This is an optimization exercise on Yosys and OpenROAD, whose aim is small area, not a production implementation.
Where RTL was checked, it was by simulation tests only, not by an equivalence proof against the original.
Power is estimated from default activity; no workload was simulated.

Design dsv_core, start of the top module:
module dsv_core (
    input  wire          clk_i,
    input  wire          rst_i,
    input  wire [12:0]   cfg_ch_mask,
    input  wire [19:0]   cfg_start_lim,
    input  wire [19:0]   cfg_clk_min,
    input  wire [19:0]   cfg_clk_max,
    input  wire          smp_valid,
    output wire          smp_ready,
    input  wire [12:0]   smp_lv,
    input  wire          smp_eos,
    output wire [1:0]    req_sel,
    output wire          ev_valid,
    output wire [17:0]   ev,
    output wire [1055:0] rec_bytes,
    output wire [2:0]    status,
    output wire [2:0]    state_o
);
Size in the first run: roughly 1500 cells after synthesis, about 1100 flip-flops.
Settings: LEC_CHECK=0, CAP_MARGIN=20, CORE_AREA=5 5 435 435, DIE_AREA=0 0 440 440, SLEW_MARGIN=20; clock period 7.0 ns.
standard.sh (not shown) runs the stock make flow with config.mk's settings and CLKGATE_MAP_FILE= SYNTH_SCRIPT=/design/flow/synth_recipe.tcl, a recipe that flattens the netlist after the stock synthesis.
==> flow/flow/run.sh <==
#!/bin/bash
set -euo pipefail
cd "$(dirname "$0")/.."
export BUFFER_PORTS_ARGS="-buffer_cell sky130_fd_sc_hd__buf_1"
export CTS_ARGS="-sink_clustering_enable -repair_clock_nets -dont_use_dummy_load -buf_list {sky130_fd_sc_hd__clkbuf_4} -sink_clustering_size 12 -sink_clustering_max_diameter 30"
bash standard.sh > standard_flow.log 2>&1
Next try:
==> flow/flow/run.sh (replaced) <==
#!/bin/bash
set -euo pipefail
cd "$(dirname "$0")/.."
export BUFFER_PORTS_ARGS="-buffer_cell sky130_fd_sc_hd__buf_1"
export CTS_ARGS="-sink_clustering_enable -repair_clock_nets -dont_use_dummy_load -buf_list {sky130_fd_sc_hd__clkbuf_4} -sink_clustering_size 10 -sink_clustering_max_diameter 40"
bash standard.sh > standard_flow.log 2>&1
What happened:
- non-clock buffer count does not change
- fmax barely changes
- clock skew falls by 0.023 ns
- worst setup slack got worse by 0.010 ns
- clock-buffer cell count is lower by 52
- cell area fell by 0.87%
No functional check of the RTL was part of any run of this note.


== run A ==
The RTL this note starts from:
==> flow/design.v <==
module dsv_frontend #(
    parameter IDX_W = 20
) (
    input  wire             clk_i,
    input  wire             rst_i,
    input  wire             take_i,      
    input  wire             mark_i,      
    input  wire [2:0]       lv_i,        
    input  wire             track_i,     
    output wire [IDX_W-1:0] gap_o,      
    output wire             start0_o,    
    output wire             start1_o,    
    output wire             clk_o        
);
    reg [2:0]       prev;
    reg [IDX_W-1:0] gap;
    assign gap_o   = gap;
    assign start0_o = ~prev[0] &  lv_i[0] &  prev[1] & ~lv_i[1];
    assign start1_o =  prev[0] & ~lv_i[0] & ~prev[1] &  lv_i[1];
    assign clk_o    = ~prev[2] &  lv_i[2] & ~(track_i ? lv_i[1] : lv_i[0]);
    always @(posedge clk_i) begin
        if (rst_i)
            prev <= 3'b100;
        else if (take_i)
            prev <= lv_i;
    end
    always @(posedge clk_i) begin
        if (take_i)
            gap <= mark_i ? {{(IDX_W-1){1'b0}}, 1'b1} : gap + 1'b1;
    end
endmodule
module dsv_classifier #(
    parameter IDX_W = 20
) (
    input  wire [IDX_W-1:0] n_i,
    input  wire [IDX_W-1:0] start_lim_i,
    input  wire [IDX_W-1:0] clk_min_i,
    input  wire [IDX_W-1:0] clk_max_i,
    output wire             start_ok_o,
    output wire             clk_ok_o
);
    assign start_ok_o = (n_i < start_lim_i);
    assign clk_ok_o   = (n_i >= clk_min_i) && (n_i <= clk_max_i);
endmodule
module dsv_core (
    input  wire          clk_i,
    input  wire          rst_i,
    input  wire [12:0]   cfg_ch_mask,
    input  wire [19:0]   cfg_start_lim,
    input  wire [19:0]   cfg_clk_min,
    input  wire [19:0]   cfg_clk_max,
    input  wire          smp_valid,
    output wire          smp_ready,
    input  wire [12:0]   smp_lv,
    input  wire          smp_eos,
    output wire [1:0]    req_sel,
    output wire          ev_valid,
    output wire [17:0]   ev,
    output wire [1055:0] rec_bytes,
    output wire [2:0]    status,
    output wire [2:0]    state_o
);
    localparam IDX_W = 20;
    localparam [2:0] S_FIND_START  = 3'd0;
    localparam [2:0] S_VERIFY      = 3'd1;
    localparam [2:0] S_NEXT_CLK    = 3'd2;
    localparam [2:0] S_READ_DATA   = 3'd3;
    localparam [2:0] S_HALTED      = 3'd4;
    localparam [1:0] R_PIXELS  = 2'd0;
    localparam [1:0] R_PRESENT = 2'd1;
    localparam [1:0] R_RECORD  = 2'd2;
    localparam [1:0] R_ERROR   = 2'd3;
    reg  [2:0]       state;
    reg              busy;          
    reg  [1:0]       rphase;
    reg              track;         
    reg              second;        
    reg  [7:0]       cmd0;
    reg  [10:0]      cnt;           
    reg  [1055:0]    pay;           
    reg              sel;           
    reg              st_cfg_err, st_stream_ended, st_bad_page;
    assign smp_ready = ~rst_i & ~busy;
    wire accept    = smp_valid & smp_ready;
    wire live      = (state != S_HALTED);
    wire take_smp  = accept & ~smp_eos & live;
    wire take_end  = accept &  smp_eos & live;
    wire [IDX_W-1:0] gap;
    wire             m_start0, m_start1, m_clk;
    wire             start_ok, clk_ok;
    wire mark = (state == S_FIND_START) ? (m_start0 | m_start1) :
                (state == S_VERIFY)     ? (m_clk & start_ok) :
                                          (m_clk & clk_ok);
    dsv_frontend #(.IDX_W(IDX_W)) u_fe (
        .clk_i    (clk_i),
        .rst_i    (rst_i),
        .take_i   (accept),
        .mark_i   (mark),
        .lv_i     (smp_lv[2:0]),
        .track_i  (track),
        .gap_o   (gap),
        .start0_o (m_start0),
        .start1_o (m_start1),
        .clk_o    (m_clk)
    );
    dsv_classifier #(.IDX_W(IDX_W)) u_cls (
        .n_i         (gap),
        .start_lim_i (cfg_start_lim),
        .clk_min_i   (cfg_clk_min),
        .clk_max_i   (cfg_clk_max),
        .start_ok_o  (start_ok),
        .clk_ok_o    (clk_ok)
    );
    wire [7:0] byte_in  = smp_lv[12:5];              
    wire       page_ok  = (cmd0[7:3] == 5'b10110);   
    wire [2:0] page     = cmd0[2:0];
    wire [2:0] r_row    = cnt[2:0];
    wire [7:0] r_col    = cnt[10:3];
    wire       cap_last = cnt[7] & cnt[1] & cnt[0];    
    wire       pix_last = cnt[10] & (&cnt[4:0]);       
    wire       pixels   = busy & (rphase == R_PIXELS);
    wire       shift_en = (accept & m_clk) | (pixels & (&r_row));
    wire [7:0] shift_in = busy ? pay[7:0] : byte_in;
    always @(posedge clk_i) begin
        if (shift_en)
            pay <= {shift_in, pay[1055:8]};
    end
    always @(posedge clk_i) begin
        if (rst_i) begin
            state           <= (cfg_ch_mask != 13'd0) ? S_FIND_START : S_HALTED;
            st_cfg_err      <= (cfg_ch_mask == 13'd0);
            st_stream_ended <= 1'b0;
            st_bad_page     <= 1'b0;
            busy            <= 1'b0;
        end else if (!busy) begin
            if (take_end) begin
                st_stream_ended <= 1'b1;
                state           <= S_HALTED;
            end else if (take_smp) begin
                case (state)
                S_FIND_START: begin
                    if (m_start0 | m_start1) begin
                        track <= m_start0;
                        state <= S_VERIFY;
                    end
                end
                S_VERIFY: begin
                    if (m_clk) begin
                        if (start_ok) begin
                            cmd0   <= byte_in;
                            second <= 1'b0;
                            state  <= S_NEXT_CLK;
                        end else begin
                            state  <= S_FIND_START;
                        end
                    end
                end
                S_NEXT_CLK: begin
                    if (m_clk) begin
                        if (clk_ok) begin
                            second <= 1'b1;
                            cnt    <= 11'd0;
                            if (second)
                                state <= S_READ_DATA;
                        end else begin
                            state  <= S_FIND_START;
                        end
                    end
                end
                S_READ_DATA: begin
                    if (m_clk) begin
                        if (cap_last) begin
                            sel    <= smp_lv[0] & ~smp_lv[1];
                            cnt    <= 11'd0;
                            busy   <= 1'b1;
                            if (page_ok) begin
                                rphase <= R_PIXELS;
                            end else begin
                                st_bad_page <= 1'b1;
                                rphase      <= R_ERROR;
                            end
                        end else begin
                            cnt <= cnt + 11'd1;
                        end
                    end
                end
                default: ;
                endcase
            end
        end else begin
            case (rphase)
            R_PIXELS: begin
                cnt <= cnt + 11'd1;
                if (pix_last)
                    rphase <= R_PRESENT;
            end
            R_PRESENT: begin
                rphase <= R_RECORD;
            end
            default: begin   
                busy  <= 1'b0;
                state <= S_FIND_START;
            end
            endcase
        end
    end
    wire       pix_on = pay[3'd7 - r_row];
    wire [8:0] pix_x  = {1'b0, r_col} + (sel ? 9'd132 : 9'd0);
    reg [15:0] ev_body;
    always @(*) begin
        case (rphase)
        R_PIXELS:  ev_body = {pix_x, page, r_row, pix_on};
        R_PRESENT: ev_body = 16'd0;
        R_RECORD:  ev_body = {page, sel, 12'd0};
        default:   ev_body = {3'd3, 5'd0, cmd0};
        endcase
    end
    assign ev_valid  = ~rst_i & busy;
    assign ev        = {rphase, ev_body};
    assign rec_bytes = pay;
    assign req_sel = (rst_i | busy)          ? 2'd0 :
                     (state == S_FIND_START) ? 2'd1 :
                     (state == S_HALTED)     ? 2'd0 :
                     track                   ? 2'd3 : 2'd2;
    assign status  = {st_bad_page, st_stream_ended, st_cfg_err};
    assign state_o = state;
endmodule
==> flow/config.mk <==
export PLATFORM = sky130hd
export DESIGN_NAME = dsv_core
export DESIGN_NICKNAME = dsv_core
export VERILOG_FILES = /design/flow/design.v
export SDC_FILE = /design/flow/constraint.sdc
export NUM_CORES = 4
export LEC_CHECK = 0
export CAP_MARGIN = 20
export CORE_AREA = 5 5 255 255
export DIE_AREA = 0 0 260 260
export SLEW_MARGIN = 20
==> flow/constraint.sdc <==
create_clock -name core_clock -period 7.0 [get_ports {clk_i}]
set_input_delay 1.4000 -clock core_clock [delete_from_list [all_inputs] [get_ports {clk_i}]]
set_output_delay 1.4000 -clock core_clock [all_outputs]
set_load 0.01 [all_outputs]
==> flow/flow/run.sh <==
#!/bin/bash
set -euo pipefail
cd "$(dirname "$0")/.."
export BUFFER_PORTS_ARGS="-buffer_cell sky130_fd_sc_hd__buf_1"
export CTS_ARGS="-sink_clustering_enable -repair_clock_nets -dont_use_dummy_load -buf_list {sky130_fd_sc_hd__clkbuf_2 sky130_fd_sc_hd__clkbuf_4} -sink_clustering_size 24 -sink_clustering_max_diameter 60"
bash standard.sh > standard_flow.log 2>&1
Run A never completed; the flow aborted with a tool error in 3_2_place_iop.
Edits applied to the flow inputs when going from run A to run B:
Settings: DIE_AREA now 0 0 440 440, was 0 0 260 260; CORE_AREA now 5 5 435 435, was 5 5 255 255.
==> flow/run.sh (new file) <==
#!/bin/bash
# synth_recipe.tcl (not shown) runs the flow's synth.tcl, then flattens the netlist and writes it again
# the make line also repeats each setting of config.mk as NAME=value (left out here)
make -C /OpenROAD-flow-scripts/flow DESIGN_CONFIG=/design/flow/config.mk WORK_HOME=/design/flow/orfs CLKGATE_MAP_FILE= SYNTH_SCRIPT=/design/flow/synth_recipe.tcl finish
removed: flow/flow/run.sh
removed: flow/standard.sh
Findings:
- Run B did not stop at any stage, and its layout met the timing, DRC and antenna checks.
- From run A to run B, fraction of synthesis flops using an asynchronous set or reset pin did not move at all.
- Re number of flops mapped to enable cells by yosys: no difference whatsoever between run B and run A.
- Per the comparison of run B with run A, unique cell type count in the Yosys netlist stayed essentially flat; adder-cell area share of the yosys netlist flat.
- From run A to run B, synthesized cell count did not move at all.
- Run B against run A; horizontal extent of the die is up by more than half.
- Cmp run B vs run A: initial cell density of the core lower in run B
- As far as multiplexer share of the synthesized area goes, run B and run A are indistinguishable; the numbers are identical.
- Run A -> run B: number of nets in the synthesized netlist delta 0, exact match
- Re number of rows in the core area: run B is 66 up on run A.
- Against run A, run B reports a die outline height that is higher.
--- input diff run B..run C ---
==> flow/flow/run.sh (new file) <==
#!/bin/bash
set -euo pipefail
cd "$(dirname "$0")/.."
export BUFFER_PORTS_ARGS="-buffer_cell sky130_fd_sc_hd__buf_1"
bash standard.sh > standard_flow.log 2>&1
==> flow/standard.sh (new file) <==
#!/bin/bash
# synth_recipe.tcl (not shown) runs the flow's synth.tcl, then flattens the netlist and writes it again
# the make line also repeats each setting of config.mk as NAME=value (left out here)
make -C /OpenROAD-flow-scripts/flow DESIGN_CONFIG=/design/flow/config.mk WORK_HOME=/design/flow/orfs CLKGATE_MAP_FILE= SYNTH_SCRIPT=/design/flow/synth_recipe.tcl "${@:-finish}"
removed: flow/run.sh
Notes after the runs:
- Summary: minimum clock period, run C better than run B
- Compared with run B, in run C met3 wirelength from detailed routing saw a decrease, internal cell power down 3.7%.
- Cmp run B and run C / met3 track utilization from global routing / lower: run C
- Run C ends up with higher largest driver fanout on the critical path than run B does.
- On filler-free cell count of the finished design, run B and run C are basically level.
- Run C: post-route total power is 3.5% lower than what run B reported.
- Count of clock-buffer cells in the layout, run C vs run B: down slightly
- ev[6] as the timing endpoint of the critical path was reported by run C, and req_sel[0] by run B.

static timing again, ports no longer ideal:
In the flow no input, the clock included, has a driving cell. The finished layouts below were timed again as built, in two steps. Step 1 assumes that a clkbuf_16 drives the clock port and a buf_2 every other input. Step 2, shift: input delay + t, output delay - t, t = (earliest + latest rising clock arrival at the registers) / 2. This alone moves slack from input paths to output paths. Three values: ideal ports, drivers, drivers and shift; two values: the first two.
run | shift t [ns] | setup slack, ns | hold slack, ns | clock arrival spread, ns | slew at the worst register clock pin (ns)
the first run of note 1 | 1.142 | 2.639 / 2.557 / 2.598 | 0.318 / 0.318 / 0.318 | 0.211 / 0.211 | 0.11 / 0.11
the second run of note 1 | 1.108 | 2.629 / 2.542 / 2.556 | 0.311 / 0.311 / 0.311 | 0.201 / 0.202 | 0.11 / 0.11
run B | 0.796 | 2.436 / 2.367 / 2.231 | 0.414 / 0.414 / 0.414 | 0.049 / 0.049 | 0.07 / 0.07
run C | 0.791 | 2.787 / 2.699 / 2.638 | 0.425 / 0.425 / 0.425 | 0.053 / 0.053 | 0.07 / 0.07
After both steps every run listed still meets setup and hold. The setup slack of run B, which loses most, moves by -0.069 ns with the drivers and by -0.205 ns with both steps.
